This design comes from an exercise in tuning for small area, a short achievable clock period and few clock cycles on the open sky130 flow, not from production work. Only simulation tests tie the RTL to the original design; equivalence was not proved.

==> flow/design.v (outline; a module is shown in full before it is edited, if it fits) <==
// module fpa2: 78 lines
// module fpm3: 82 lines
// module fp_sin3: 58 lines
// module fp_duty2: 59 lines
// module fp_qdiv: 57 lines
// module fp_incp2: 30 lines
// module mul24: 980 lines
// module cmul_inv2pi: 349 lines
// module sin_table: 267 lines
// module cbs_rtb: 367 lines
module cbs_rtb (
    input  wire          clk,
    input  wire          rst,
    input  wire          h_valid,
    input  wire [31:0]   h_data,
    output wire          ready,
    output reg           r_valid,
    output reg  [31:0]   r_data,
    input  wire          p_valid,
    input  wire [7:0]    p_data,
    input  wire          tick,
    output wire [31:0]   period_out,
    output wire [31:0]   duty_out
);
  // ...
==> flow/run.sh <==
#!/bin/bash
# synth_recipe.tcl (not shown) runs the flow's synth.tcl, then flattens the netlist and writes it again
# the make line also repeats each setting of config.mk as NAME=value (left out here)
make -C /OpenROAD-flow-scripts/flow DESIGN_CONFIG=/design/flow/config.mk WORK_HOME=/design/flow/orfs CLKGATE_MAP_FILE= SYNTH_SCRIPT=/design/flow/synth_recipe.tcl finish
==> flow/config.mk <==
export PLATFORM = sky130hd
export DESIGN_NAME = cbs_rtb
export DESIGN_NICKNAME = cbs_rtb
export VERILOG_FILES = /design/flow/design.v
export SDC_FILE = /design/flow/constraint.sdc
export NUM_CORES = 8
export LEC_CHECK = 0
export ABC_AREA = 1
export CAP_MARGIN = 20
export CORE_MARGIN = 2
export CORE_UTILIZATION = 40
export PLACE_DENSITY = 0.6
export SLEW_MARGIN = 20
export SYNTH_MEMORY_MAX_BITS = 65536
==> flow/constraint.sdc <==
create_clock -name core_clock -period 25.0 [get_ports {clk}]
set_input_delay 5.0000 -clock core_clock [delete_from_list [all_inputs] [get_ports {clk}]]
set_output_delay 5.0000 -clock core_clock [all_outputs]
set_load 0.01 [all_outputs]
==> notes.md, run 1 <==
* Status: timing/DRC/antenna clean
* Yosys cell types at 95
* Cts bufs inserted at 173
* Post-Syn Instances at 16,754
* Clk root buf: clkbuf_16
* Worst setup startpoint: h_data[8]
* Met2 usage at 49.9%
* Routed len/inst at 25.3 um
* Post-CTS sizing at 0
* Core Util, Final at 43.7%
* Setup Buffers After CTS at 0
* Crit-path cells: clkdlybuf4s50_1 -> nor4_1 -> nand3_1 -> nor4_1 -> nand4_1 -> nor3_1 -> nand3_1 -> nor2_1 -> inv_1 -> nor2_1 -> inv_1 -> a21oi_1 -> inv_1 -> a21oi_1 -> o21ai_0 -> a21oi_1
* Most common cell after layout, fill and taps aside: nand2_1
* Startpoint Class: primary input
* Post-Synth XOR/XNOR Area at 5.80%
* WL final at 521 mm
* Setup Slack @ Placement at 15.89 ns
* # port buffers at 100
* Post-synthesis register bit count at 1,433
* Routed vias/inst at 5.85
* CTS tree: yes
* Die height at 552 um
* Reg-to-reg critical path endpoint: xa[3]
* Worst Hold Endpoint: u_mul.q_e[5]
* Cts hold-fix bufs at 0
* Yosys warning total at 8
* CP endpoint kind: flip-flop
* Post-synth top area share at 15.6%
* Unrepaired setup endpoints after global routing: no
* Grt met3 use at 6.17%
* Crit-path leading delay family: simple AND/OR/NAND/NOR gates
* CP max stage delay at 0.69 ns
* Fraction of area in multi-input gates at 56.1%
* ClkCell Share at 4.42%
* Number of flip-flops and latches at 1,433
* Initial core utilization at 40.1%
* Reg2Reg Depth at 40
Testbench counts, summed over its fixed seeds: cycles 28,818.
==> module fp_duty2, before the edit <==
module fp_duty2 (
    input  wire        clk,
    input  wire [31:0] o,
    input  wire [10:0] per,
    output reg  [10:0] duty,
    output reg         nan
);
    wire [7:0]  eo = o[30:23];
    wire [23:0] mo = {|eo, o[22:0]};
    reg  [26:0] A;
    reg         stk;
    reg  [50:0] w;
    always @(*) begin
        w = 51'd0; A = 27'd0; stk = 1'b0;
        if (eo >= 8'd134)
            A = {3'd0, mo} << (eo - 8'd134);
        else if (eo >= 8'd110) begin
            w = {3'd0, mo, 24'd0} >> (8'd134 - eo);
            A = w[50:24];
            stk = |w[23:0];
        end else
            stk = |o[30:0];
    end
    reg  [26:0] r_a;
    reg         r_stk, r_nan, r_big, r_neg;
    always @(posedge clk) begin
        r_a   <= A;
        r_stk <= stk;
        r_nan <= (&eo) & (|o[22:0]);
        r_big <= (eo >= 8'd138);
        r_neg <= o[31];
    end
    wire [28:0] vf = {3'd0, per, 15'd0} + ({2'b00, r_a} ^ {29{r_neg}})
                     + {28'd0, r_neg & ~r_stk};
    wire [12:0] n = vf[28:16];
    wire [15:0] f = vf[15:0];
    reg         up;
    always @(*) begin
        up = 1'b0;
        if (n[11])      up = &f[15:3];
        else if (n[10]) up = &f[15:2];
        else if (n[9])  up = &f[15:1];
        else if (n[8])  up = &f[15:0];
    end
    wire        n_ge = (n >= {2'd0, per});
    always @(*) begin
        nan = r_nan;
        if (r_nan)
            duty = 11'd0;
        else if (r_big)
            duty = r_neg ? 11'd0 : per;
        else if (vf[28] || n == 13'd0)
            duty = 11'd0;
        else if (n_ge)
            duty = per;
        else
            duty = n[10:0] + {10'd0, up};
    end
endmodule
==> module sin_table, before the edit <==
module sin_table (
    input  wire [8:0]  j,
    output reg  [31:0] y
);
    always @(*) begin
        case (j)
            9'd0: y = 32'h00000000;
            9'd1: y = 32'h3BC90F88;
            9'd2: y = 32'h3C490E90;
            9'd3: y = 32'h3C96C9B6;
            9'd4: y = 32'h3CC90AB0;
            9'd5: y = 32'h3CFB49BA;
            9'd6: y = 32'h3D16C32C;
            9'd7: y = 32'h3D2FE007;
            9'd8: y = 32'h3D48FB30;
            9'd9: y = 32'h3D621469;
            9'd10: y = 32'h3D7B2B74;
            9'd11: y = 32'h3D8A200A;
            9'd12: y = 32'h3D96A905;
            9'd13: y = 32'h3DA3308C;
            9'd14: y = 32'h3DAFB680;
            9'd15: y = 32'h3DBC3AC3;
            9'd16: y = 32'h3DC8BD36;
            9'd17: y = 32'h3DD53DB9;
            9'd18: y = 32'h3DE1BC2E;
            9'd19: y = 32'h3DEE3876;
            9'd20: y = 32'h3DFAB273;
            9'd21: y = 32'h3E039502;
            9'd22: y = 32'h3E09CF86;
            9'd23: y = 32'h3E1008B7;
            9'd24: y = 32'h3E164083;
            9'd25: y = 32'h3E1C76DE;
            9'd26: y = 32'h3E22ABB6;
            9'd27: y = 32'h3E28DEFC;
            9'd28: y = 32'h3E2F10A2;
            9'd29: y = 32'h3E354098;
            9'd30: y = 32'h3E3B6ECF;
            9'd31: y = 32'h3E419B37;
            9'd32: y = 32'h3E47C5C2;
            9'd33: y = 32'h3E4DEE60;
            9'd34: y = 32'h3E541501;
            9'd35: y = 32'h3E5A3997;
            9'd36: y = 32'h3E605C13;
            9'd37: y = 32'h3E667C66;
            9'd38: y = 32'h3E6C9A7F;
            9'd39: y = 32'h3E72B651;
            9'd40: y = 32'h3E78CFCC;
            9'd41: y = 32'h3E7EE6E1;
            9'd42: y = 32'h3E827DC0;
            9'd43: y = 32'h3E8586CE;
            9'd44: y = 32'h3E888E93;
            9'd45: y = 32'h3E8B9507;
            9'd46: y = 32'h3E8E9A22;
            9'd47: y = 32'h3E919DDD;
            9'd48: y = 32'h3E94A031;
            9'd49: y = 32'h3E97A117;
            9'd50: y = 32'h3E9AA086;
            9'd51: y = 32'h3E9D9E78;
            9'd52: y = 32'h3EA09AE5;
            9'd53: y = 32'h3EA395C5;
            9'd54: y = 32'h3EA68F12;
            9'd55: y = 32'h3EA986C4;
            9'd56: y = 32'h3EAC7CD4;
            9'd57: y = 32'h3EAF713A;
            9'd58: y = 32'h3EB263EF;
            9'd59: y = 32'h3EB554EC;
            9'd60: y = 32'h3EB8442A;
            9'd61: y = 32'h3EBB31A0;
            9'd62: y = 32'h3EBE1D4A;
            9'd63: y = 32'h3EC1071E;
            9'd64: y = 32'h3EC3EF15;
            9'd65: y = 32'h3EC6D529;
            9'd66: y = 32'h3EC9B953;
            9'd67: y = 32'h3ECC9B8B;
            9'd68: y = 32'h3ECF7BCA;
            9'd69: y = 32'h3ED25A09;
            9'd70: y = 32'h3ED53641;
            9'd71: y = 32'h3ED8106B;
            9'd72: y = 32'h3EDAE880;
            9'd73: y = 32'h3EDDBE79;
            9'd74: y = 32'h3EE0924F;
            9'd75: y = 32'h3EE363FA;
            9'd76: y = 32'h3EE63375;
            9'd77: y = 32'h3EE900B7;
            9'd78: y = 32'h3EEBCBBB;
            9'd79: y = 32'h3EEE9479;
            9'd80: y = 32'h3EF15AEA;
            9'd81: y = 32'h3EF41F07;
            9'd82: y = 32'h3EF6E0CB;
            9'd83: y = 32'h3EF9A02D;
            9'd84: y = 32'h3EFC5D27;
            9'd85: y = 32'h3EFF17B2;
            9'd86: y = 32'h3F00E7E4;
            9'd87: y = 32'h3F0242B1;
            9'd88: y = 32'h3F039C3D;
            9'd89: y = 32'h3F04F484;
            9'd90: y = 32'h3F064B82;
            9'd91: y = 32'h3F07A136;
            9'd92: y = 32'h3F08F59B;
            9'd93: y = 32'h3F0A48AD;
            9'd94: y = 32'h3F0B9A6B;
            9'd95: y = 32'h3F0CEAD0;
            9'd96: y = 32'h3F0E39DA;
            9'd97: y = 32'h3F0F8784;
            9'd98: y = 32'h3F10D3CD;
            9'd99: y = 32'h3F121EB0;
            9'd100: y = 32'h3F13682A;
            9'd101: y = 32'h3F14B039;
            9'd102: y = 32'h3F15F6D9;
            9'd103: y = 32'h3F173C07;
            9'd104: y = 32'h3F187FC0;
            9'd105: y = 32'h3F19C200;
            9'd106: y = 32'h3F1B02C6;
            9'd107: y = 32'h3F1C420C;
            9'd108: y = 32'h3F1D7FD1;
            9'd109: y = 32'h3F1EBC12;
            9'd110: y = 32'h3F1FF6CB;
            9'd111: y = 32'h3F212FF9;
            9'd112: y = 32'h3F226799;
            9'd113: y = 32'h3F239DA9;
            9'd114: y = 32'h3F24D225;
            9'd115: y = 32'h3F26050A;
            9'd116: y = 32'h3F273656;
            9'd117: y = 32'h3F286605;
            9'd118: y = 32'h3F299415;
            9'd119: y = 32'h3F2AC082;
            9'd120: y = 32'h3F2BEB4A;
            9'd121: y = 32'h3F2D1469;
            9'd122: y = 32'h3F2E3BDE;
            9'd123: y = 32'h3F2F61A5;
            9'd124: y = 32'h3F3085BB;
            9'd125: y = 32'h3F31A81D;
            9'd126: y = 32'h3F32C8C9;
            9'd127: y = 32'h3F33E7BC;
            9'd128: y = 32'h3F3504F3;
            9'd129: y = 32'h3F36206C;
            9'd130: y = 32'h3F373A23;
            9'd131: y = 32'h3F385216;
            9'd132: y = 32'h3F396842;
            9'd133: y = 32'h3F3A7CA4;
            9'd134: y = 32'h3F3B8F3B;
            9'd135: y = 32'h3F3CA003;
            9'd136: y = 32'h3F3DAEF9;
            9'd137: y = 32'h3F3EBC1B;
            9'd138: y = 32'h3F3FC767;
            9'd139: y = 32'h3F40D0DA;
            9'd140: y = 32'h3F41D870;
            9'd141: y = 32'h3F42DE29;
            9'd142: y = 32'h3F43E200;
            9'd143: y = 32'h3F44E3F5;
            9'd144: y = 32'h3F45E403;
            9'd145: y = 32'h3F46E22A;
            9'd146: y = 32'h3F47DE65;
            9'd147: y = 32'h3F48D8B3;
            9'd148: y = 32'h3F49D112;
            9'd149: y = 32'h3F4AC77F;
            9'd150: y = 32'h3F4BBBF8;
            9'd151: y = 32'h3F4CAE79;
            9'd152: y = 32'h3F4D9F02;
            9'd153: y = 32'h3F4E8D90;
            9'd154: y = 32'h3F4F7A1F;
            9'd155: y = 32'h3F5064AF;
            9'd156: y = 32'h3F514D3D;
            9'd157: y = 32'h3F5233C6;
            9'd158: y = 32'h3F531849;
            9'd159: y = 32'h3F53FAC3;
            9'd160: y = 32'h3F54DB31;
            9'd161: y = 32'h3F55B993;
            9'd162: y = 32'h3F5695E5;
            9'd163: y = 32'h3F577026;
            9'd164: y = 32'h3F584853;
            9'd165: y = 32'h3F591E6A;
            9'd166: y = 32'h3F59F26A;
            9'd167: y = 32'h3F5AC450;
            9'd168: y = 32'h3F5B941A;
            9'd169: y = 32'h3F5C61C7;
            9'd170: y = 32'h3F5D2D53;
            9'd171: y = 32'h3F5DF6BE;
            9'd172: y = 32'h3F5EBE05;
            9'd173: y = 32'h3F5F8327;
            9'd174: y = 32'h3F604621;
            9'd175: y = 32'h3F6106F2;
            9'd176: y = 32'h3F61C598;
            9'd177: y = 32'h3F628210;
            9'd178: y = 32'h3F633C5A;
            9'd179: y = 32'h3F63F473;
            9'd180: y = 32'h3F64AA59;
            9'd181: y = 32'h3F655E0B;
            9'd182: y = 32'h3F660F88;
            9'd183: y = 32'h3F66BECC;
            9'd184: y = 32'h3F676BD8;
            9'd185: y = 32'h3F6816A8;
            9'd186: y = 32'h3F68BF3C;
            9'd187: y = 32'h3F696591;
            9'd188: y = 32'h3F6A09A7;
            9'd189: y = 32'h3F6AAB7B;
            9'd190: y = 32'h3F6B4B0C;
            9'd191: y = 32'h3F6BE858;
            9'd192: y = 32'h3F6C835E;
            9'd193: y = 32'h3F6D1C1D;
            9'd194: y = 32'h3F6DB293;
            9'd195: y = 32'h3F6E46BE;
            9'd196: y = 32'h3F6ED89E;
            9'd197: y = 32'h3F6F6830;
            9'd198: y = 32'h3F6FF573;
            9'd199: y = 32'h3F708066;
            9'd200: y = 32'h3F710908;
            9'd201: y = 32'h3F718F57;
            9'd202: y = 32'h3F721352;
            9'd203: y = 32'h3F7294F8;
            9'd204: y = 32'h3F731447;
            9'd205: y = 32'h3F73913F;
            9'd206: y = 32'h3F740BDD;
            9'd207: y = 32'h3F748422;
            9'd208: y = 32'h3F74FA0B;
            9'd209: y = 32'h3F756D97;
            9'd210: y = 32'h3F75DEC6;
            9'd211: y = 32'h3F764D97;
            9'd212: y = 32'h3F76BA07;
            9'd213: y = 32'h3F772417;
            9'd214: y = 32'h3F778BC5;
            9'd215: y = 32'h3F77F110;
            9'd216: y = 32'h3F7853F8;
            9'd217: y = 32'h3F78B47B;
            9'd218: y = 32'h3F791298;
            9'd219: y = 32'h3F796E4E;
            9'd220: y = 32'h3F79C79D;
            9'd221: y = 32'h3F7A1E84;
            9'd222: y = 32'h3F7A7302;
            9'd223: y = 32'h3F7AC516;
            9'd224: y = 32'h3F7B14BE;
            9'd225: y = 32'h3F7B61FC;
            9'd226: y = 32'h3F7BACCD;
            9'd227: y = 32'h3F7BF531;
            9'd228: y = 32'h3F7C3B28;
            9'd229: y = 32'h3F7C7EB0;
            9'd230: y = 32'h3F7CBFC9;
            9'd231: y = 32'h3F7CFE73;
            9'd232: y = 32'h3F7D3AAC;
            9'd233: y = 32'h3F7D7474;
            9'd234: y = 32'h3F7DABCC;
            9'd235: y = 32'h3F7DE0B1;
            9'd236: y = 32'h3F7E1324;
            9'd237: y = 32'h3F7E4323;
            9'd238: y = 32'h3F7E70B0;
            9'd239: y = 32'h3F7E9BC9;
            9'd240: y = 32'h3F7EC46D;
            9'd241: y = 32'h3F7EEA9D;
            9'd242: y = 32'h3F7F0E58;
            9'd243: y = 32'h3F7F2F9D;
            9'd244: y = 32'h3F7F4E6D;
            9'd245: y = 32'h3F7F6AC7;
            9'd246: y = 32'h3F7F84AB;
            9'd247: y = 32'h3F7F9C18;
            9'd248: y = 32'h3F7FB10F;
            9'd249: y = 32'h3F7FC38F;
            9'd250: y = 32'h3F7FD397;
            9'd251: y = 32'h3F7FE129;
            9'd252: y = 32'h3F7FEC43;
            9'd253: y = 32'h3F7FF4E6;
            9'd254: y = 32'h3F7FFB11;
            9'd255: y = 32'h3F7FFEC4;
            9'd256: y = 32'h3F800000;
            default: y = 32'h3F800000;
        endcase
    end
endmodule
==> module cbs_rtb, before the edit <==
module cbs_rtb (
    input  wire          clk,
    input  wire          rst,
    input  wire          h_valid,
    input  wire [31:0]   h_data,
    output wire          ready,
    output reg           r_valid,
    output reg  [31:0]   r_data,
    input  wire          p_valid,
    input  wire [7:0]    p_data,
    input  wire          tick,
    output wire [31:0]   period_out,
    output wire [31:0]   duty_out
);
    localparam [31:0] TICK_STEP = 32'h3C23D70A;   
    localparam [10:0] NOMINAL   = 11'd1000;
    localparam [31:0] NOM_F     = 32'h447A0000;   
    localparam [7:0] OP_AVAIL = 8'h01, OP_FLUSH = 8'h02, OP_PEEK = 8'h03,
                     OP_REFS  = 8'h10, OP_SETC  = 8'h11, OP_RDREG = 8'h20;
    reg [7:0]  fmem [0:15];
    reg [3:0]  wc, rc;
    reg [4:0]  ic, cc;
    reg        synced, err_ill, err_corr, err_duty;
    reg [31:0] tsc, tols, st, tss;
    reg [10:0] pcorr, period, duty;
    reg [31:0] amp, freq, phase, start;
    reg [1:0]  hp_k;          
    reg        hp_setc;       
    reg        hp_ok;         
    reg [31:0] hp_op0, hp_op1;
    reg        rdy;
    reg        pend;          
    assign ready      = rdy;
    assign period_out = {21'd0, period};
    assign duty_out   = {21'd0, duty};
    reg [17:1] v;             
    reg        ph;            
    reg        eng_wait;      
    reg [31:0] st_s;          
    reg [31:0] kk;            
    reg        k_ok;
    reg [3:1]  kv;            
    reg [3:0]  ocnt;          
    reg [3:0]  acnt;          
    reg [3:0]  wp, rp;
    reg [11:0] qm [0:9];      
    reg [3:0]  lag;           
    reg        cu;            
    reg        setc_wait;     
    reg        rd_wait;       
    reg        rs_on;
    reg [4:0]  rs_n;
    wire [10:0] per_n = synced ? pcorr : NOMINAL;
    wire [31:0] da = per_n[10] ? {1'b0, 8'd135, per_n[9:0], 13'd0}
                               : {1'b0, 8'd134, per_n[8:0], 14'd0};
    wire amp_pos = !amp[31] && (amp[30:0] != 31'd0) &&
                   !((amp[30:23] == 8'hFF) && (amp[22:0] != 23'd0));
    wire eng_en = !rs_on || (rs_n >= 5'd13);
    wire issue  = eng_en && !eng_wait && !ph && (ocnt != 4'd10);
    wire cu_go  = (lag != 4'd0) && ph;                  
    wire [31:0] inc_y, tss_y, add_y, mul_y, sin_y, add_c, mul_c;
    fpa2 u_inc (.clk(clk), .a(ph ? st : st_s), .b(TICK_STEP), .yc(inc_y), .y());
    fp_incp2 u_inct (.clk(clk), .x(tss), .y(tss_y));
    reg  [31:0] xa, xb, ya, yb;
    reg         ld_amp;       
    fpa2 u_add (.clk(clk), .a(xa), .b(xb), .yc(add_c), .y(add_y));
    fpm3 u_mul (.clk(clk), .a(ya), .b(yb), .yc(mul_c), .y(mul_y));
    wire        k_go = !k_ok && (kv == 3'd0) && !rs_on && ld_amp && !v[4] && !v[13];
    fp_sin3 u_sin (.clk(clk), .th(add_y), .ld(v[11]), .s(sin_y));
    wire [10:0] dd;
    wire        dn;
    fp_duty2 u_duty (.clk(clk), .o(mul_y), .per(per_n), .duty(dd), .nan(dn));
    wire [11:0] dres = amp_pos ? {dn, dd} : 12'd0;
    wire [1:0]  div_cls;
    wire [31:0] div_q;
    fp_qdiv u_div (.clk(clk), .start(rs_on && rs_n == 5'd3), .a(tss), .b(add_y),
                   .cls(div_cls), .q(div_q));
    function automatic [10:0] corr_clamp(input [31:0] q);
        reg [32:0] x2;
        reg [32:0] r;
        begin
            if (q[31] || q[30:23] == 0)
                corr_clamp = 11'd900;
            else if (q[30:23] >= 8'd159)
                corr_clamp = 11'd1100;
            else begin
                if (q[30:23] >= 8'd149)
                    x2 = {9'd0, 1'b1, q[22:0]} << (q[30:23] - 8'd149);
                else if (8'd149 - q[30:23] >= 8'd24)
                    x2 = 33'd0;
                else
                    x2 = {9'd0, 1'b1, q[22:0]} >> (8'd149 - q[30:23]);
                r = (x2 + 33'd1) >> 1;
                if (r < 33'd900)
                    corr_clamp = 11'd900;
                else if (r > 33'd1100)
                    corr_clamp = 11'd1100;
                else
                    corr_clamp = r[10:0];
            end
        end
    endfunction
    reg  [10:0] pc_new;
    always @(*) begin
        case (div_cls)
            2'd0: pc_new = corr_clamp(mul_y);
            2'd1: pc_new = 11'd900;
            2'd2: pc_new = 11'd1100;
            default: pc_new = pcorr;
        endcase
    end
    wire [31:0] da_new = pc_new[10] ? {1'b0, 8'd135, pc_new[9:0], 13'd0}
                                    : {1'b0, 8'd134, pc_new[8:0], 14'd0};
    wire        rs_last = rs_on && (rs_n == 5'd21);
    wire        h_acc = h_valid && rdy;
    wire        t_acc = tick && rdy;
    wire [7:0]  opc   = h_data[31:24];
    wire [23:0] arg   = h_data[23:0];
    wire        first_multi = h_acc && hp_k == 2'd0 && (opc == OP_REFS || opc == OP_SETC);
    wire        do1     = h_acc && hp_k == 2'd0 && !first_multi;    
    wire        do_refs = h_acc && hp_k == 2'd1 && !hp_setc;
    wire        do_setc = h_acc && hp_k == 2'd1 && hp_setc;
    wire       we   = p_valid;
    wire [3:0] wc_i = wc + 4'd1;
    wire [4:0] ic_i = (ic == 5'd16) ? ic : ic + 5'd1;
    wire [3:0] wc1  = we ? wc_i : wc;
    wire [4:0] ic1  = we ? ic_i : ic;
    wire [5:0] as0  = {1'b0, cc} + {1'b0, ic};
    wire [5:0] as1  = {1'b0, cc} + {1'b0, ic_i};
    wire       ag0  = (as0 >= 6'd16), ag1 = (as1 >= 6'd16);
    wire [4:0] av0  = ag0 ? 5'd16 : as0[4:0];
    wire [4:0] av1  = ag1 ? 5'd16 : as1[4:0];
    wire       avail_ge = we ? ag1 : ag0;
    wire [4:0] avail_c  = we ? av1 : av0;
    wire [3:0] peek_addr = arg[3:0] + rc;
    wire [7:0] peek_data = (we && peek_addr == wc) ? p_data : fmem[peek_addr];
    wire       rd_lo = (arg[7:3] == 5'd0) && (arg[2:0] <= 3'd5);
    wire       rd_hi = (arg[7:4] == 4'd1) && (arg[3:0] <= 4'hA);
    wire       rd_ok = (arg[23:8] == 16'd0) && (rd_lo || rd_hi);
    reg  [4:0] rd_v0;
    always @(*) begin
        case (arg[2:0])
            3'd0: rd_v0 = {1'b0, err_duty, err_corr, err_ill, synced};
            3'd1: rd_v0 = 5'd16;
            3'd2: rd_v0 = {1'b0, wc1};
            3'd3: rd_v0 = {1'b0, rc};
            3'd4: rd_v0 = ic1;
            default: rd_v0 = cc;
        endcase
    end
    reg  [3:0]  rd_idx;
    reg  [31:0] rd_v1;
    always @(*) begin
        case (rd_idx)
            4'h0: rd_v1 = st;
            4'h1: rd_v1 = tsc;
            4'h2: rd_v1 = tols;
            4'h3: rd_v1 = tss;
            4'h4: rd_v1 = {21'd0, pcorr};
            4'h5: rd_v1 = {21'd0, period};
            4'h6: rd_v1 = {21'd0, duty};
            4'h7: rd_v1 = amp;
            4'h8: rd_v1 = freq;
            4'h9: rd_v1 = phase;
            default: rd_v1 = start;
        endcase
    end
    always @(posedge clk) begin
        if (we && !rst)
            fmem[wc] <= p_data;
    end
    wire        q_any  = (acnt != 4'd0);
    wire        q_here = q_any || v[17];
    wire        commit = (pend && q_here) || (tick && rdy && q_here);
    wire [11:0] cres   = q_any ? qm[rp] : dres;
    wire        qpush  = v[17] && !(commit && !q_any);
    wire [3:0]  acnt_n0 = acnt + {3'd0, v[17]};
    wire [3:0]  acnt_n1 = q_any ? acnt + {3'd0, v[17]} - 4'd1 : acnt;
    wire [3:0]  ocnt_n0 = ocnt + {3'd0, issue};
    wire [3:0]  ocnt_n1 = ocnt + {3'd0, issue} - 4'd1;
    wire [3:0]  lag_n0  = lag - {3'd0, cu};
    wire [3:0]  lag_n1  = lag - {3'd0, cu} + {3'd0, synced};
    wire [3:0]  wp_i    = (wp == 4'd9) ? 4'd0 : wp + 4'd1;
    wire [3:0]  rp_i    = (rp == 4'd9) ? 4'd0 : rp + 4'd1;
    wire [3:0]  wp_n0   = v[17] ? wp_i : wp;
    wire [3:0]  wp_n1   = (v[17] && q_any) ? wp_i : wp;
    wire [3:0]  rp_n1   = q_any ? rp_i : rp;
    always @(posedge clk) begin
        if (qpush) qm[wp] <= dres;
        if (do1) rd_idx <= arg[3:0];
    end
    always @(posedge clk) begin
        if (rst) begin
            wc <= 0; rc <= 0; ic <= 0; cc <= 0;
            synced <= 1'b0; err_ill <= 1'b0; err_corr <= 1'b0; err_duty <= 1'b0;
            tsc <= 32'd0; tols <= 32'd0; st <= 32'd0; tss <= 32'd0;
            pcorr <= NOMINAL; period <= NOMINAL; duty <= 11'd0;
            amp <= 32'd0; freq <= 32'd0; phase <= 32'd0; start <= 32'd0;
            hp_k <= 2'd0; hp_setc <= 1'b0; hp_ok <= 1'b0;
            rdy <= 1'b1; pend <= 1'b0;
            r_valid <= 1'b0; r_data <= 32'd0;
            v <= 17'd0; ph <= 1'b0; eng_wait <= 1'b1; k_ok <= 1'b0; kv <= 3'd0;
            ocnt <= 4'd0; acnt <= 4'd0; wp <= 4'd0; rp <= 4'd0;
            lag <= 4'd0; cu <= 1'b0; setc_wait <= 1'b0; rd_wait <= 1'b0;
            rs_on <= 1'b0; rs_n <= 5'd0;
        end else begin
            r_valid <= 1'b0;
            wc <= wc1;
            ic <= ic1;
            v  <= {v[16:1], issue};
            ph <= (rs_on && rs_n == 5'd0 && lag == 4'd0) ? 1'b0 : ~ph;    
            if (v[1] && synced) st_s <= inc_y;
            kv <= {kv[2:1], k_go};
            if (v[1]) begin
                xa <= synced ? inc_y : st_s;
                xb <= {~start[31], start[30:0]};
            end else if (v[6]) begin
                xa <= mul_c;
                xb <= phase;
            end
            ld_amp <= 1'b0;
            if (v[3]) begin
                ya <= freq; yb <= add_c;
            end else if (v[12]) begin
                ya <= kv[3] ? mul_y : kk;    
                yb <= sin_y;
            end else if (rs_on && !rs_last) begin
                ya <= div_q; yb <= NOM_F;
            end else begin
                ya <= amp; yb <= rs_on ? da_new : da;
                ld_amp <= 1'b1;
            end
            if (kv[3]) begin kk <= mul_y; k_ok <= 1'b1; end
            cu <= cu_go;
            if (cu) begin
                st  <= inc_y;
                tss <= tss_y;
            end
            lag <= commit ? lag_n1 : lag_n0;
            if (eng_wait && lag == 4'd0 && (!rs_on || rs_n >= 5'd12)) begin
                eng_wait <= 1'b0;
                st_s <= st;
                if (setc_wait) begin
                    setc_wait <= 1'b0;
                    start <= st;
                    r_valid <= 1'b1;
                    r_data <= 32'd0;
                    rdy <= 1'b1;
                end
            end
            if (rd_wait && (lag == 4'd0 || (rd_idx != 4'h0 && rd_idx != 4'h3))) begin
                rd_wait <= 1'b0;
                r_valid <= 1'b1;
                r_data <= rd_v1;
            end
            wp   <= commit ? wp_n1 : wp_n0;
            rp   <= commit ? rp_n1 : rp;
            acnt <= commit ? acnt_n1 : acnt_n0;
            ocnt <= commit ? ocnt_n1 : ocnt_n0;
            if (commit) begin
                period <= per_n;
                duty <= cres[10:0];
                if (cres[11]) err_duty <= 1'b1;
                pend <= 1'b0;
                rdy <= 1'b1;
            end else if (t_acc) begin
                pend <= 1'b1;
                rdy <= 1'b0;
            end
            if (v[12] && !k_ok && !kv[3]) begin
                v <= 17'd0; ocnt <= 4'd0; acnt <= 4'd0; wp <= 4'd0; rp <= 4'd0;
                eng_wait <= 1'b1; kv <= 3'd0; ld_amp <= 1'b0;
            end
            if (h_acc) begin
                if (hp_k == 2'd0) begin
                    hp_ok <= (arg == 24'd0);
                    if (opc == OP_REFS) begin hp_k <= 2'd1; hp_setc <= 1'b0; end
                    else if (opc == OP_SETC) begin hp_k <= 2'd3; hp_setc <= 1'b1; end
                end else begin
                    hp_k <= hp_k - 2'd1;
                    if (hp_k == 2'd3) hp_op0 <= h_data;
                    if (hp_k == 2'd2) hp_op1 <= h_data;
                end
            end
            if (do1) begin
                r_valid <= 1'b1;
                r_data  <= 32'd0;
                case (opc)
                    OP_AVAIL:
                        if (arg != 0) err_ill <= 1'b1;
                        else begin
                            if (avail_ge) rc <= wc1;
                            cc <= avail_c;
                            ic <= 5'd0;
                            r_data <= {27'd0, avail_c};
                        end
                    OP_FLUSH: begin
                        rc <= rc + arg[3:0];
                        cc <= (arg[23:5] == 19'd0 && cc >= arg[4:0]) ? cc - arg[4:0] : 5'd0;
                    end
                    OP_PEEK:
                        r_data <= {24'd0, peek_data};
                    OP_RDREG:
                        if (!rd_ok) err_ill <= 1'b1;
                        else if (rd_hi) begin
                            r_valid <= 1'b0;
                            rd_wait <= 1'b1;
                        end else r_data <= {27'd0, rd_v0};
                    default:
                        err_ill <= 1'b1;
                endcase
            end
            if (do_setc) begin
                if (!hp_ok) begin
                    err_ill <= 1'b1;
                    r_valid <= 1'b1;
                    r_data  <= 32'd0;
                end else begin
                    amp <= hp_op0; freq <= hp_op1; phase <= h_data;
                    ld_amp <= 1'b0;
                    setc_wait <= 1'b1;
                    rdy <= 1'b0;
                    v <= 17'd0; ocnt <= 4'd0; acnt <= 4'd0; wp <= 4'd0; rp <= 4'd0;
                    eng_wait <= 1'b1; k_ok <= 1'b0; kv <= 3'd0;
                end
            end
            if (do_refs) begin
                if (!hp_ok) begin
                    err_ill <= 1'b1;
                    r_valid <= 1'b1;
                    r_data  <= 32'd0;
                end else if (!synced) begin
                    tsc <= h_data; tols <= h_data; st <= h_data;
                    tss <= 32'd0;
                    synced <= 1'b1;
                    ld_amp <= 1'b0;
                    r_valid <= 1'b1;
                    r_data  <= 32'd0;
                    v <= 17'd0; ocnt <= 4'd0; acnt <= 4'd0; wp <= 4'd0; rp <= 4'd0;
                    eng_wait <= 1'b1; k_ok <= 1'b0; kv <= 3'd0;
                end else begin
                    xa <= h_data;
                    xb <= {~tols[31], tols[30:0]};
                    tols <= h_data;
                    rs_on <= 1'b1;
                    rs_n <= 5'd0;
                    rdy <= 1'b0;
                    v <= 17'd0; ocnt <= 4'd0; acnt <= 4'd0; wp <= 4'd0; rp <= 4'd0;
                    eng_wait <= 1'b1; k_ok <= 1'b0; kv <= 3'd0;
                end
            end
            if (rs_on) begin
                if (rs_n != 5'd0 || lag == 4'd0)
                    rs_n <= rs_n + 5'd1;
                if (rs_last) begin
                    pcorr <= pc_new;
                    if (div_cls == 2'd3) err_corr <= 1'b1;
                    tss <= 32'd0;
                    r_valid <= 1'b1;
                    r_data <= 32'd0;
                    rdy <= 1'b1;
                    rs_on <= 1'b0;
                end
            end
        end
    end
endmodule
==> inputs of run 2 (changes only) <==
--- a/flow/design.v
+++ b/flow/design.v
@@ -225,19 +225,22 @@
 );
     wire [7:0]  eo = o[30:23];
     wire [23:0] mo = {|eo, o[22:0]};
+    wire [7:0]  sh = 8'd137 - eo;             
     reg  [26:0] A;
     reg         stk;
-    reg  [50:0] w;
+    integer i;
     always @(*) begin
-        w = 51'd0; A = 27'd0; stk = 1'b0;
-        if (eo >= 8'd134)
-            A = {3'd0, mo} << (eo - 8'd134);
-        else if (eo >= 8'd110) begin
-            w = {3'd0, mo, 24'd0} >> (8'd134 - eo);
-            A = w[50:24];
-            stk = |w[23:0];
-        end else
+        A = {mo, 3'b000};
+        stk = 1'b0;
+        if (eo < 8'd110) begin
+            A = 27'd0;
             stk = |o[30:0];
+        end else
+            for (i = 0; i < 5; i = i + 1)
+                if (sh[i]) begin
+                    stk = stk | (|(A & ((27'd1 << (1 << i)) - 27'd1)));
+                    A = A >> (1 << i);
+                end
     end
     reg  [26:0] r_a;
     reg         r_stk, r_nan, r_big, r_neg;
@@ -1695,267 +1698,280 @@
     input  wire [8:0]  j,
     output reg  [31:0] y
 );
+    reg [22:0] m;
+    reg [7:0] e;
     always @(*) begin
         case (j)
-            9'd0: y = 32'h00000000;
-            9'd1: y = 32'h3BC90F88;
-            9'd2: y = 32'h3C490E90;
-            9'd3: y = 32'h3C96C9B6;
-            9'd4: y = 32'h3CC90AB0;
-            9'd5: y = 32'h3CFB49BA;
-            9'd6: y = 32'h3D16C32C;
-            9'd7: y = 32'h3D2FE007;
-            9'd8: y = 32'h3D48FB30;
-            9'd9: y = 32'h3D621469;
-            9'd10: y = 32'h3D7B2B74;
-            9'd11: y = 32'h3D8A200A;
-            9'd12: y = 32'h3D96A905;
-            9'd13: y = 32'h3DA3308C;
-            9'd14: y = 32'h3DAFB680;
-            9'd15: y = 32'h3DBC3AC3;
-            9'd16: y = 32'h3DC8BD36;
-            9'd17: y = 32'h3DD53DB9;
-            9'd18: y = 32'h3DE1BC2E;
-            9'd19: y = 32'h3DEE3876;
-            9'd20: y = 32'h3DFAB273;
-            9'd21: y = 32'h3E039502;
-            9'd22: y = 32'h3E09CF86;
-            9'd23: y = 32'h3E1008B7;
-            9'd24: y = 32'h3E164083;
-            9'd25: y = 32'h3E1C76DE;
-            9'd26: y = 32'h3E22ABB6;
-            9'd27: y = 32'h3E28DEFC;
-            9'd28: y = 32'h3E2F10A2;
-            9'd29: y = 32'h3E354098;
-            9'd30: y = 32'h3E3B6ECF;
-            9'd31: y = 32'h3E419B37;
-            9'd32: y = 32'h3E47C5C2;
-            9'd33: y = 32'h3E4DEE60;
-            9'd34: y = 32'h3E541501;
-            9'd35: y = 32'h3E5A3997;
-            9'd36: y = 32'h3E605C13;
-            9'd37: y = 32'h3E667C66;
-            9'd38: y = 32'h3E6C9A7F;
-            9'd39: y = 32'h3E72B651;
-            9'd40: y = 32'h3E78CFCC;
-            9'd41: y = 32'h3E7EE6E1;
-            9'd42: y = 32'h3E827DC0;
-            9'd43: y = 32'h3E8586CE;
-            9'd44: y = 32'h3E888E93;
-            9'd45: y = 32'h3E8B9507;
-            9'd46: y = 32'h3E8E9A22;
-            9'd47: y = 32'h3E919DDD;
-            9'd48: y = 32'h3E94A031;
-            9'd49: y = 32'h3E97A117;
-            9'd50: y = 32'h3E9AA086;
-            9'd51: y = 32'h3E9D9E78;
-            9'd52: y = 32'h3EA09AE5;
-            9'd53: y = 32'h3EA395C5;
-            9'd54: y = 32'h3EA68F12;
-            9'd55: y = 32'h3EA986C4;
-            9'd56: y = 32'h3EAC7CD4;
-            9'd57: y = 32'h3EAF713A;
-            9'd58: y = 32'h3EB263EF;
-            9'd59: y = 32'h3EB554EC;
-            9'd60: y = 32'h3EB8442A;
-            9'd61: y = 32'h3EBB31A0;
-            9'd62: y = 32'h3EBE1D4A;
-            9'd63: y = 32'h3EC1071E;
-            9'd64: y = 32'h3EC3EF15;
-            9'd65: y = 32'h3EC6D529;
-            9'd66: y = 32'h3EC9B953;
-            9'd67: y = 32'h3ECC9B8B;
-            9'd68: y = 32'h3ECF7BCA;
-            9'd69: y = 32'h3ED25A09;
-            9'd70: y = 32'h3ED53641;
-            9'd71: y = 32'h3ED8106B;
-            9'd72: y = 32'h3EDAE880;
-            9'd73: y = 32'h3EDDBE79;
-            9'd74: y = 32'h3EE0924F;
-            9'd75: y = 32'h3EE363FA;
-            9'd76: y = 32'h3EE63375;
-            9'd77: y = 32'h3EE900B7;
-            9'd78: y = 32'h3EEBCBBB;
-            9'd79: y = 32'h3EEE9479;
-            9'd80: y = 32'h3EF15AEA;
-            9'd81: y = 32'h3EF41F07;
-            9'd82: y = 32'h3EF6E0CB;
-            9'd83: y = 32'h3EF9A02D;
-            9'd84: y = 32'h3EFC5D27;
-            9'd85: y = 32'h3EFF17B2;
-            9'd86: y = 32'h3F00E7E4;
-            9'd87: y = 32'h3F0242B1;
-            9'd88: y = 32'h3F039C3D;
-            9'd89: y = 32'h3F04F484;
-            9'd90: y = 32'h3F064B82;
-            9'd91: y = 32'h3F07A136;
-            9'd92: y = 32'h3F08F59B;
-            9'd93: y = 32'h3F0A48AD;
-            9'd94: y = 32'h3F0B9A6B;
-            9'd95: y = 32'h3F0CEAD0;
-            9'd96: y = 32'h3F0E39DA;
-            9'd97: y = 32'h3F0F8784;
-            9'd98: y = 32'h3F10D3CD;
-            9'd99: y = 32'h3F121EB0;
-            9'd100: y = 32'h3F13682A;
-            9'd101: y = 32'h3F14B039;
-            9'd102: y = 32'h3F15F6D9;
-            9'd103: y = 32'h3F173C07;
-            9'd104: y = 32'h3F187FC0;
-            9'd105: y = 32'h3F19C200;
-            9'd106: y = 32'h3F1B02C6;
-            9'd107: y = 32'h3F1C420C;
-            9'd108: y = 32'h3F1D7FD1;
-            9'd109: y = 32'h3F1EBC12;
-            9'd110: y = 32'h3F1FF6CB;
-            9'd111: y = 32'h3F212FF9;
-            9'd112: y = 32'h3F226799;
-            9'd113: y = 32'h3F239DA9;
-            9'd114: y = 32'h3F24D225;
-            9'd115: y = 32'h3F26050A;
-            9'd116: y = 32'h3F273656;
-            9'd117: y = 32'h3F286605;
-            9'd118: y = 32'h3F299415;
-            9'd119: y = 32'h3F2AC082;
-            9'd120: y = 32'h3F2BEB4A;
-            9'd121: y = 32'h3F2D1469;
-            9'd122: y = 32'h3F2E3BDE;
-            9'd123: y = 32'h3F2F61A5;
-            9'd124: y = 32'h3F3085BB;
-            9'd125: y = 32'h3F31A81D;
-            9'd126: y = 32'h3F32C8C9;
-            9'd127: y = 32'h3F33E7BC;
-            9'd128: y = 32'h3F3504F3;
-            9'd129: y = 32'h3F36206C;
-            9'd130: y = 32'h3F373A23;
-            9'd131: y = 32'h3F385216;
-            9'd132: y = 32'h3F396842;
-            9'd133: y = 32'h3F3A7CA4;
-            9'd134: y = 32'h3F3B8F3B;
-            9'd135: y = 32'h3F3CA003;
-            9'd136: y = 32'h3F3DAEF9;
-            9'd137: y = 32'h3F3EBC1B;
-            9'd138: y = 32'h3F3FC767;
-            9'd139: y = 32'h3F40D0DA;
-            9'd140: y = 32'h3F41D870;
-            9'd141: y = 32'h3F42DE29;
-            9'd142: y = 32'h3F43E200;
-            9'd143: y = 32'h3F44E3F5;
-            9'd144: y = 32'h3F45E403;
-            9'd145: y = 32'h3F46E22A;
-            9'd146: y = 32'h3F47DE65;
-            9'd147: y = 32'h3F48D8B3;
-            9'd148: y = 32'h3F49D112;
-            9'd149: y = 32'h3F4AC77F;
-            9'd150: y = 32'h3F4BBBF8;
-            9'd151: y = 32'h3F4CAE79;
-            9'd152: y = 32'h3F4D9F02;
-            9'd153: y = 32'h3F4E8D90;
-            9'd154: y = 32'h3F4F7A1F;
-            9'd155: y = 32'h3F5064AF;
-            9'd156: y = 32'h3F514D3D;
-            9'd157: y = 32'h3F5233C6;
-            9'd158: y = 32'h3F531849;
-            9'd159: y = 32'h3F53FAC3;
-            9'd160: y = 32'h3F54DB31;
-            9'd161: y = 32'h3F55B993;
-            9'd162: y = 32'h3F5695E5;
-            9'd163: y = 32'h3F577026;
-            9'd164: y = 32'h3F584853;
-            9'd165: y = 32'h3F591E6A;
-            9'd166: y = 32'h3F59F26A;
-            9'd167: y = 32'h3F5AC450;
-            9'd168: y = 32'h3F5B941A;
-            9'd169: y = 32'h3F5C61C7;
-            9'd170: y = 32'h3F5D2D53;
-            9'd171: y = 32'h3F5DF6BE;
-            9'd172: y = 32'h3F5EBE05;
-            9'd173: y = 32'h3F5F8327;
-            9'd174: y = 32'h3F604621;
-            9'd175: y = 32'h3F6106F2;
-            9'd176: y = 32'h3F61C598;
-            9'd177: y = 32'h3F628210;
-            9'd178: y = 32'h3F633C5A;
-            9'd179: y = 32'h3F63F473;
-            9'd180: y = 32'h3F64AA59;
-            9'd181: y = 32'h3F655E0B;
-            9'd182: y = 32'h3F660F88;
-            9'd183: y = 32'h3F66BECC;
-            9'd184: y = 32'h3F676BD8;
-            9'd185: y = 32'h3F6816A8;
-            9'd186: y = 32'h3F68BF3C;
-            9'd187: y = 32'h3F696591;
-            9'd188: y = 32'h3F6A09A7;
-            9'd189: y = 32'h3F6AAB7B;
-            9'd190: y = 32'h3F6B4B0C;
-            9'd191: y = 32'h3F6BE858;
-            9'd192: y = 32'h3F6C835E;
-            9'd193: y = 32'h3F6D1C1D;
-            9'd194: y = 32'h3F6DB293;
-            9'd195: y = 32'h3F6E46BE;
-            9'd196: y = 32'h3F6ED89E;
-            9'd197: y = 32'h3F6F6830;
-            9'd198: y = 32'h3F6FF573;
-            9'd199: y = 32'h3F708066;
-            9'd200: y = 32'h3F710908;
-            9'd201: y = 32'h3F718F57;
-            9'd202: y = 32'h3F721352;
-            9'd203: y = 32'h3F7294F8;
-            9'd204: y = 32'h3F731447;
-            9'd205: y = 32'h3F73913F;
-            9'd206: y = 32'h3F740BDD;
-            9'd207: y = 32'h3F748422;
-            9'd208: y = 32'h3F74FA0B;
-            9'd209: y = 32'h3F756D97;
-            9'd210: y = 32'h3F75DEC6;
-            9'd211: y = 32'h3F764D97;
-            9'd212: y = 32'h3F76BA07;
-            9'd213: y = 32'h3F772417;
-            9'd214: y = 32'h3F778BC5;
-            9'd215: y = 32'h3F77F110;
-            9'd216: y = 32'h3F7853F8;
-            9'd217: y = 32'h3F78B47B;
-            9'd218: y = 32'h3F791298;
-            9'd219: y = 32'h3F796E4E;
-            9'd220: y = 32'h3F79C79D;
-            9'd221: y = 32'h3F7A1E84;
-            9'd222: y = 32'h3F7A7302;
-            9'd223: y = 32'h3F7AC516;
-            9'd224: y = 32'h3F7B14BE;
-            9'd225: y = 32'h3F7B61FC;
-            9'd226: y = 32'h3F7BACCD;
-            9'd227: y = 32'h3F7BF531;
-            9'd228: y = 32'h3F7C3B28;
-            9'd229: y = 32'h3F7C7EB0;
-            9'd230: y = 32'h3F7CBFC9;
-            9'd231: y = 32'h3F7CFE73;
-            9'd232: y = 32'h3F7D3AAC;
-            9'd233: y = 32'h3F7D7474;
-            9'd234: y = 32'h3F7DABCC;
-            9'd235: y = 32'h3F7DE0B1;
-            9'd236: y = 32'h3F7E1324;
-            9'd237: y = 32'h3F7E4323;
-            9'd238: y = 32'h3F7E70B0;
-            9'd239: y = 32'h3F7E9BC9;
-            9'd240: y = 32'h3F7EC46D;
-            9'd241: y = 32'h3F7EEA9D;
-            9'd242: y = 32'h3F7F0E58;
-            9'd243: y = 32'h3F7F2F9D;
-            9'd244: y = 32'h3F7F4E6D;
-            9'd245: y = 32'h3F7F6AC7;
-            9'd246: y = 32'h3F7F84AB;
-            9'd247: y = 32'h3F7F9C18;
-            9'd248: y = 32'h3F7FB10F;
-            9'd249: y = 32'h3F7FC38F;
-            9'd250: y = 32'h3F7FD397;
-            9'd251: y = 32'h3F7FE129;
-            9'd252: y = 32'h3F7FEC43;
-            9'd253: y = 32'h3F7FF4E6;
-            9'd254: y = 32'h3F7FFB11;
-            9'd255: y = 32'h3F7FFEC4;
-            9'd256: y = 32'h3F800000;
-            default: y = 32'h3F800000;
+            9'd0: m = 23'h000000;
+            9'd1: m = 23'h490F88;
+            9'd2: m = 23'h490E90;
+            9'd3: m = 23'h16C9B6;
+            9'd4: m = 23'h490AB0;
+            9'd5: m = 23'h7B49BA;
+            9'd6: m = 23'h16C32C;
+            9'd7: m = 23'h2FE007;
+            9'd8: m = 23'h48FB30;
+            9'd9: m = 23'h621469;
+            9'd10: m = 23'h7B2B74;
+            9'd11: m = 23'h0A200A;
+            9'd12: m = 23'h16A905;
+            9'd13: m = 23'h23308C;
+            9'd14: m = 23'h2FB680;
+            9'd15: m = 23'h3C3AC3;
+            9'd16: m = 23'h48BD36;
+            9'd17: m = 23'h553DB9;
+            9'd18: m = 23'h61BC2E;
+            9'd19: m = 23'h6E3876;
+            9'd20: m = 23'h7AB273;
+            9'd21: m = 23'h039502;
+            9'd22: m = 23'h09CF86;
+            9'd23: m = 23'h1008B7;
+            9'd24: m = 23'h164083;
+            9'd25: m = 23'h1C76DE;
+            9'd26: m = 23'h22ABB6;
+            9'd27: m = 23'h28DEFC;
+            9'd28: m = 23'h2F10A2;
+            9'd29: m = 23'h354098;
+            9'd30: m = 23'h3B6ECF;
+            9'd31: m = 23'h419B37;
+            9'd32: m = 23'h47C5C2;
+            9'd33: m = 23'h4DEE60;
+            9'd34: m = 23'h541501;
+            9'd35: m = 23'h5A3997;
+            9'd36: m = 23'h605C13;
+            9'd37: m = 23'h667C66;
+            9'd38: m = 23'h6C9A7F;
+            9'd39: m = 23'h72B651;
+            9'd40: m = 23'h78CFCC;
+            9'd41: m = 23'h7EE6E1;
+            9'd42: m = 23'h027DC0;
+            9'd43: m = 23'h0586CE;
+            9'd44: m = 23'h088E93;
+            9'd45: m = 23'h0B9507;
+            9'd46: m = 23'h0E9A22;
+            9'd47: m = 23'h119DDD;
+            9'd48: m = 23'h14A031;
+            9'd49: m = 23'h17A117;
+            9'd50: m = 23'h1AA086;
+            9'd51: m = 23'h1D9E78;
+            9'd52: m = 23'h209AE5;
+            9'd53: m = 23'h2395C5;
+            9'd54: m = 23'h268F12;
+            9'd55: m = 23'h2986C4;
+            9'd56: m = 23'h2C7CD4;
+            9'd57: m = 23'h2F713A;
+            9'd58: m = 23'h3263EF;
+            9'd59: m = 23'h3554EC;
+            9'd60: m = 23'h38442A;
+            9'd61: m = 23'h3B31A0;
+            9'd62: m = 23'h3E1D4A;
+            9'd63: m = 23'h41071E;
+            9'd64: m = 23'h43EF15;
+            9'd65: m = 23'h46D529;
+            9'd66: m = 23'h49B953;
+            9'd67: m = 23'h4C9B8B;
+            9'd68: m = 23'h4F7BCA;
+            9'd69: m = 23'h525A09;
+            9'd70: m = 23'h553641;
+            9'd71: m = 23'h58106B;
+            9'd72: m = 23'h5AE880;
+            9'd73: m = 23'h5DBE79;
+            9'd74: m = 23'h60924F;
+            9'd75: m = 23'h6363FA;
+            9'd76: m = 23'h663375;
+            9'd77: m = 23'h6900B7;
+            9'd78: m = 23'h6BCBBB;
+            9'd79: m = 23'h6E9479;
+            9'd80: m = 23'h715AEA;
+            9'd81: m = 23'h741F07;
+            9'd82: m = 23'h76E0CB;
+            9'd83: m = 23'h79A02D;
+            9'd84: m = 23'h7C5D27;
+            9'd85: m = 23'h7F17B2;
+            9'd86: m = 23'h00E7E4;
+            9'd87: m = 23'h0242B1;
+            9'd88: m = 23'h039C3D;
+            9'd89: m = 23'h04F484;
+            9'd90: m = 23'h064B82;
+            9'd91: m = 23'h07A136;
+            9'd92: m = 23'h08F59B;
+            9'd93: m = 23'h0A48AD;
+            9'd94: m = 23'h0B9A6B;
+            9'd95: m = 23'h0CEAD0;
+            9'd96: m = 23'h0E39DA;
+            9'd97: m = 23'h0F8784;
+            9'd98: m = 23'h10D3CD;
+            9'd99: m = 23'h121EB0;
+            9'd100: m = 23'h13682A;
+            9'd101: m = 23'h14B039;
+            9'd102: m = 23'h15F6D9;
+            9'd103: m = 23'h173C07;
+            9'd104: m = 23'h187FC0;
+            9'd105: m = 23'h19C200;
+            9'd106: m = 23'h1B02C6;
+            9'd107: m = 23'h1C420C;
+            9'd108: m = 23'h1D7FD1;
+            9'd109: m = 23'h1EBC12;
+            9'd110: m = 23'h1FF6CB;
+            9'd111: m = 23'h212FF9;
+            9'd112: m = 23'h226799;
+            9'd113: m = 23'h239DA9;
+            9'd114: m = 23'h24D225;
+            9'd115: m = 23'h26050A;
+            9'd116: m = 23'h273656;
+            9'd117: m = 23'h286605;
+            9'd118: m = 23'h299415;
+            9'd119: m = 23'h2AC082;
+            9'd120: m = 23'h2BEB4A;
+            9'd121: m = 23'h2D1469;
+            9'd122: m = 23'h2E3BDE;
+            9'd123: m = 23'h2F61A5;
+            9'd124: m = 23'h3085BB;
+            9'd125: m = 23'h31A81D;
+            9'd126: m = 23'h32C8C9;
+            9'd127: m = 23'h33E7BC;
+            9'd128: m = 23'h3504F3;
+            9'd129: m = 23'h36206C;
+            9'd130: m = 23'h373A23;
+            9'd131: m = 23'h385216;
+            9'd132: m = 23'h396842;
+            9'd133: m = 23'h3A7CA4;
+            9'd134: m = 23'h3B8F3B;
+            9'd135: m = 23'h3CA003;
+            9'd136: m = 23'h3DAEF9;
+            9'd137: m = 23'h3EBC1B;
+            9'd138: m = 23'h3FC767;
+            9'd139: m = 23'h40D0DA;
+            9'd140: m = 23'h41D870;
+            9'd141: m = 23'h42DE29;
+            9'd142: m = 23'h43E200;
+            9'd143: m = 23'h44E3F5;
+            9'd144: m = 23'h45E403;
+            9'd145: m = 23'h46E22A;
+            9'd146: m = 23'h47DE65;
+            9'd147: m = 23'h48D8B3;
+            9'd148: m = 23'h49D112;
+            9'd149: m = 23'h4AC77F;
+            9'd150: m = 23'h4BBBF8;
+            9'd151: m = 23'h4CAE79;
+            9'd152: m = 23'h4D9F02;
+            9'd153: m = 23'h4E8D90;
+            9'd154: m = 23'h4F7A1F;
+            9'd155: m = 23'h5064AF;
+            9'd156: m = 23'h514D3D;
+            9'd157: m = 23'h5233C6;
+            9'd158: m = 23'h531849;
+            9'd159: m = 23'h53FAC3;
+            9'd160: m = 23'h54DB31;
+            9'd161: m = 23'h55B993;
+            9'd162: m = 23'h5695E5;
+            9'd163: m = 23'h577026;
+            9'd164: m = 23'h584853;
+            9'd165: m = 23'h591E6A;
+            9'd166: m = 23'h59F26A;
+            9'd167: m = 23'h5AC450;
+            9'd168: m = 23'h5B941A;
+            9'd169: m = 23'h5C61C7;
+            9'd170: m = 23'h5D2D53;
+            9'd171: m = 23'h5DF6BE;
+            9'd172: m = 23'h5EBE05;
+            9'd173: m = 23'h5F8327;
+            9'd174: m = 23'h604621;
+            9'd175: m = 23'h6106F2;
+            9'd176: m = 23'h61C598;
+            9'd177: m = 23'h628210;
+            9'd178: m = 23'h633C5A;
+            9'd179: m = 23'h63F473;
+            9'd180: m = 23'h64AA59;
+            9'd181: m = 23'h655E0B;
+            9'd182: m = 23'h660F88;
+            9'd183: m = 23'h66BECC;
+            9'd184: m = 23'h676BD8;
+            9'd185: m = 23'h6816A8;
+            9'd186: m = 23'h68BF3C;
+            9'd187: m = 23'h696591;
+            9'd188: m = 23'h6A09A7;
+            9'd189: m = 23'h6AAB7B;
+            9'd190: m = 23'h6B4B0C;
+            9'd191: m = 23'h6BE858;
+            9'd192: m = 23'h6C835E;
+            9'd193: m = 23'h6D1C1D;
+            9'd194: m = 23'h6DB293;
+            9'd195: m = 23'h6E46BE;
+            9'd196: m = 23'h6ED89E;
+            9'd197: m = 23'h6F6830;
+            9'd198: m = 23'h6FF573;
+            9'd199: m = 23'h708066;
+            9'd200: m = 23'h710908;
+            9'd201: m = 23'h718F57;
+            9'd202: m = 23'h721352;
+            9'd203: m = 23'h7294F8;
+            9'd204: m = 23'h731447;
+            9'd205: m = 23'h73913F;
+            9'd206: m = 23'h740BDD;
+            9'd207: m = 23'h748422;
+            9'd208: m = 23'h74FA0B;
+            9'd209: m = 23'h756D97;
+            9'd210: m = 23'h75DEC6;
+            9'd211: m = 23'h764D97;
+            9'd212: m = 23'h76BA07;
+            9'd213: m = 23'h772417;
+            9'd214: m = 23'h778BC5;
+            9'd215: m = 23'h77F110;
+            9'd216: m = 23'h7853F8;
+            9'd217: m = 23'h78B47B;
+            9'd218: m = 23'h791298;
+            9'd219: m = 23'h796E4E;
+            9'd220: m = 23'h79C79D;
+            9'd221: m = 23'h7A1E84;
+            9'd222: m = 23'h7A7302;
+            9'd223: m = 23'h7AC516;
+            9'd224: m = 23'h7B14BE;
+            9'd225: m = 23'h7B61FC;
+            9'd226: m = 23'h7BACCD;
+            9'd227: m = 23'h7BF531;
+            9'd228: m = 23'h7C3B28;
+            9'd229: m = 23'h7C7EB0;
+            9'd230: m = 23'h7CBFC9;
+            9'd231: m = 23'h7CFE73;
+            9'd232: m = 23'h7D3AAC;
+            9'd233: m = 23'h7D7474;
+            9'd234: m = 23'h7DABCC;
+            9'd235: m = 23'h7DE0B1;
+            9'd236: m = 23'h7E1324;
+            9'd237: m = 23'h7E4323;
+            9'd238: m = 23'h7E70B0;
+            9'd239: m = 23'h7E9BC9;
+            9'd240: m = 23'h7EC46D;
+            9'd241: m = 23'h7EEA9D;
+            9'd242: m = 23'h7F0E58;
+            9'd243: m = 23'h7F2F9D;
+            9'd244: m = 23'h7F4E6D;
+            9'd245: m = 23'h7F6AC7;
+            9'd246: m = 23'h7F84AB;
+            9'd247: m = 23'h7F9C18;
+            9'd248: m = 23'h7FB10F;
+            9'd249: m = 23'h7FC38F;
+            9'd250: m = 23'h7FD397;
+            9'd251: m = 23'h7FE129;
+            9'd252: m = 23'h7FEC43;
+            9'd253: m = 23'h7FF4E6;
+            9'd254: m = 23'h7FFB11;
+            9'd255: m = 23'h7FFEC4;
+            9'd256: m = 23'h000000;
+            default: m = 23'd0;
         endcase
+        if (j < 9'd1) e = 8'h00;
+        else if (j < 9'd2) e = 8'h77;
+        else if (j < 9'd3) e = 8'h78;
+        else if (j < 9'd6) e = 8'h79;
+        else if (j < 9'd11) e = 8'h7A;
+        else if (j < 9'd21) e = 8'h7B;
+        else if (j < 9'd42) e = 8'h7C;
+        else if (j < 9'd86) e = 8'h7D;
+        else if (j < 9'd256) e = 8'h7E;
+        else e = 8'h7F;
+        y = {1'b0, e, m};
     end
 endmodule
 module cbs_rtb (
@@ -1987,7 +2003,7 @@
     reg [1:0]  hp_k;          
     reg        hp_setc;       
     reg        hp_ok;         
-    reg [31:0] hp_op0, hp_op1;
+    reg [31:0] hp_op1;        
     reg        rdy;
     reg        pend;          
     assign ready      = rdy;
@@ -2092,6 +2108,7 @@
     wire [4:0] av1  = ag1 ? 5'd16 : as1[4:0];
     wire       avail_ge = we ? ag1 : ag0;
     wire [4:0] avail_c  = we ? av1 : av0;
+    wire [4:0] cc_fl     = (cc >= arg[4:0]) ? cc - arg[4:0] : 5'd0;
     wire [3:0] peek_addr = arg[3:0] + rc;
     wire [7:0] peek_data = (we && peek_addr == wc) ? p_data : fmem[peek_addr];
     wire       rd_lo = (arg[7:3] == 5'd0) && (arg[2:0] <= 3'd5);
@@ -2238,7 +2255,7 @@
                     else if (opc == OP_SETC) begin hp_k <= 2'd3; hp_setc <= 1'b1; end
                 end else begin
                     hp_k <= hp_k - 2'd1;
-                    if (hp_k == 2'd3) hp_op0 <= h_data;
+                    if (hp_k == 2'd3) r_data <= h_data;    
                     if (hp_k == 2'd2) hp_op1 <= h_data;
                 end
             end
@@ -2256,7 +2273,7 @@
                         end
                     OP_FLUSH: begin
                         rc <= rc + arg[3:0];
-                        cc <= (arg[23:5] == 19'd0 && cc >= arg[4:0]) ? cc - arg[4:0] : 5'd0;
+                        cc <= (arg[23:5] == 19'd0) ? cc_fl : 5'd0;
                     end
                     OP_PEEK:
                         r_data <= {24'd0, peek_data};
@@ -2276,7 +2293,7 @@
                     r_valid <= 1'b1;
                     r_data  <= 32'd0;
                 end else begin
-                    amp <= hp_op0; freq <= hp_op1; phase <= h_data;
+                    amp <= r_data; freq <= hp_op1; phase <= h_data;
                     ld_amp <= 1'b0;
                     setc_wait <= 1'b1;
                     rdy <= 1'b0;
==> run 2 against run 1 <==
Compared with the run above: hold slack about the same; first-iteration DRC count grew 8.7%; flip-flop and latch count shrank 32; still clean; sequential share of layout area shrank 0.25 points; core utilization grew 0.077 points; clock-buffer cell count unchanged; global-route usage is 0.40 points higher; highest routed layer unchanged; area after synthesis decreased by 2.0%.
==> notes.md, run 2 <==
* Clk_skew at 0.0706 ns
* Startpoint Class: primary input
* Post-Syn Instances at 16,407 (-2.1%)
* Post-detail-place hpwl at 401 mm
* Top layer in use: met5
* Unrepaired setup endpoints after global routing: no
* Final setup margin at 16.80 ns
* Crit path DAT at 8.87 ns
* Reg2Reg Depth at 53 (+33%)
* First-pass GRT wire length at 745 mm
* Initial core utilization at 40.1% (about the same)
* DR pass1 iterations at 9
* Async set or reset register ratio after synthesis at 0%
* Yosys cell types at 95 (unchanged)
* Final Setup Violations at 0
* Slew HR at 10.6%
* CTS Sinks at 1,401
* Aggregate negative setup slack at 0 ns
* Most frequent cells in the layout: nand2_1, inv_1, o21ai_0
* Drt initial violations at 15,907
* Status: timing/DRC/antenna clean
* Crit-path leading delay family: buffers and inverters
* Final Slew Violations at 0
* Hold Crit Depth at 0
* Top reg by flops: fmem
* Cells after DPL at 19,919
* Std-Cell Rows at 199
* Crit-path cells: clkdlybuf4s50_1 -> nand2_1 -> nor3_1 -> inv_1 -> nor2_1 -> inv_1 -> nor2_1 -> inv_2 -> buf_4 -> nor2_2 -> inv_2 -> buf_4 -> nand2_1 -> o22ai_1 -> inv_1
* Layout filler cell count at 30,509
* M1 wire length at 204 mm
* Initial antenna violation count at 63
* Final period util at 32.8%
* Top cells by count, synth: nand2_1, inv_1, o21ai_0
* Number of synthesized flops with an enable pin at 591
* Worst min path class: reg -> reg
* Register Area at 34,000 sq um
* Yosys warning total at 8 (unchanged)
* Main flop type after synthesis: dfxtp_1
* Register clock-pin slew on the reported worst setup and hold paths at 0.06 ns
* Crit-path max FO at 60
* R2R setup slack at 16.90 ns
* Biggest regs: fmem: 128 flops, qm: 120 flops, u_mul.q_p: 48 flops
* Cts hold-fix bufs at 0 (unchanged)
* Routed len/inst at 25.5 um (+0.87%)
* Finished Layout Cells at 20,251
* Die height at 547 um (-1.0%)
* Clock Path Buffers at 4
* Crit path kind: in -> reg
* CP Depth at 15
* CP endpoint kind: flip-flop
* Setup Buffers After CTS at 0 (unchanged)
* Post-Syn Area per Cell at 7.18 sq um
* Syn Std Cell Area at 118,000 sq um
* Routed vias/inst at 5.85 (about the same)
* WL final at 517 mm (-0.72%)
* # port buffers at 100 (unchanged)
* Metal2 WL at 221 mm
* Post-route cell area at 128,000 sq um
* GR Overflow Total at 0
* Post-route minimum period at 8.20 ns
* Fmax at 122 MHz
* Die ar. at 299,000 sq um
* Clk root buf: clkbuf_16
* Worst Hold Endpoint: u_mul.q_e[3]
* Seq/Total Area, Yosys at 28.8%
* RR Startpoint: u_add.r_sum[1]
* Clock Latency Late Sink at 0.92 ns
* Core area at 294,000 sq um
* Fin nets at 17,205
* Post-DP Area at 123,000 sq um
* Hold Path Origin: u_mul.r_e[3]
* Setup Slack @ Placement at 16.05 ns (+0.163 ns)
* Critical Path Most Common Cell: inv_1
* Final Hold Viols at 0
* Die Width at 547 um
* CTS tree: yes
* DR vias at 118,442
* Cts bufs inserted at 166 (-4.0%)
* Reg-to-reg critical path endpoint: yb[3]
* Most numerous cell in the Yosys netlist: nand2_1
* Gr usage total at 33.2%
* Met3 Wirelength at 53.0 mm
* Post-CTS sizing at 0 (unchanged)
* H-tree depth at 4
* Actual slew at the worst max-slew pin at 1.34 ns
* Area growth, synth to finish at 9.04%
* CP Buf/Inv Count at 8
* Most common cell after layout, fill and taps aside: nand2_1
* Leading area contributor after synthesis: edfxtp_1
* Max Cap Violations at 0
* Synth area leaders: edfxtp_1, dfxtp_1, nand2_1, inv_1, fa_1
* Vias in the first global route at 108,668
* Post-synth top area share at 15.1% (-0.49 points)
* DRC violations left at 0
* Layout cell share with drive strength beyond 1 at 5.48%
* Antenna viol nets, final at 0
* CP max stage delay at 0.67 ns (-0.02 ns)
* # IOs at 143
* Critical-path top delay cell: buf_4
* Largest net degree at the start of global routing at 88
* Area of the multi-input gates at 72,100 sq um
* WP data required at 25.66 ns
* RD Place Congestion at 1.10
* Post-synthesis register bit count at 1,401 (-2.2%)
* Max FFs per register at 128
==> run 2: cell types whose count changed after synthesis, moves of 37 or more <==
cell,delta
nor2_1,-133
o21ai_0,-130
nand2_1,+95
a21oi_1,-88
o21ai_1,+41
inv_1,-38
nand3_1,+37
==> run 2: kinds of logic (layout without fill, tap and decap cells) <==
logic type	after synthesis	after routing	share of synthesized area (%)
adder cells (fa/ha/maj)	992	992	13.0
XOR/XNOR	796	796	5.96
other	2	68	0.00637
multiplexers	39	39	0.332
AND/OR/NAND/NOR	5973	5973	21.4
AO/OA/AOI/OAI	4084	4084	20.2
flip-flops	1401	1401	28.8
buffers and inverters	3120	2979	10.3
==> run 2: layout make-up <==
type / instances / area share, %
multi-input combinational: 11927 / 56.1
sequential: 1401 / 26.4
inverter: 2288 / 6.70
tap: 3919 / 3.82
clock buffer: 225 / 3.67
timing repair buffer: 386 / 2.46
antenna: 25 / 0.0487
clock inverter: 80 / 0.728
==> run 2: worst max path at each step <==
stage                   start  slack [ns]       to
2_1_floorplan             rst       13.79  hp_k[1]
3_3_place_gp          h_valid       16.00    xa[1]
3_5_place_dp          h_valid       16.05    xa[1]
4_1_cts               h_valid       16.98    xa[1]
5_1_grt        u_add.r_sum[0]       16.09   yb[10]
6_report              h_valid       16.80    xa[1]
==> run 2: metal layers <==
| layer | global-route usage [%] | up-vias |
|---|---|---|
| li1 | - | 54681 |
| met1 | 42.7 | 55884 |
| met2 | 50.1 | 6312 |
| met3 | 7.68 | 1521 |
| met4 | 21.3 | 44 |
| met5 | 0 | - |
==> run 2: through the flow <==
step	hold slack [ns]	util, %
6_report	0.324	43.8
5_1_grt	0.330	43.7
4_1_cts	0.327	43.7
3_5_place_dp	0.314	41.8
3_3_place_gp	0.311	41.8
2_1_floorplan	0.310	-
Testbench counts of run 2, summed over its fixed seeds: cycles 28,818.

-- port drivers added, routing unchanged --
How much do the figures lean on ideal ports? The routed layouts below were timed once more, with nothing changed but the port constraints.
Step 1: set_driving_cell puts a clkbuf_16 on clk and a buf_2 on each other input, an assumption about the parent block.
Step 2 also shifts input and output timing later by t, the mid clock arrival at the registers, as if the neighbouring blocks saw the same clock.
Three values: ideal, step 1, step 2; two values: the first two.
| run | t (ns) | setup WS [ns] | hold slack, ns | worst register clock-pin slew, ns |
|---|---|---|---|---|
| run 1 | 0.978 | 16.739 / 16.756 / 15.849 | 0.324 / 0.324 / 0.324 | 0.07 / 0.07 |
| run 2 | 1.002 | 16.796 / 16.820 / 15.818 | 0.324 / 0.324 / 0.324 | 0.08 / 0.08 |
After both steps every run listed still meets setup and hold. The setup slack of run 2, which loses most, moves by +0.024 ns with the drivers and by -0.978 ns with both steps.
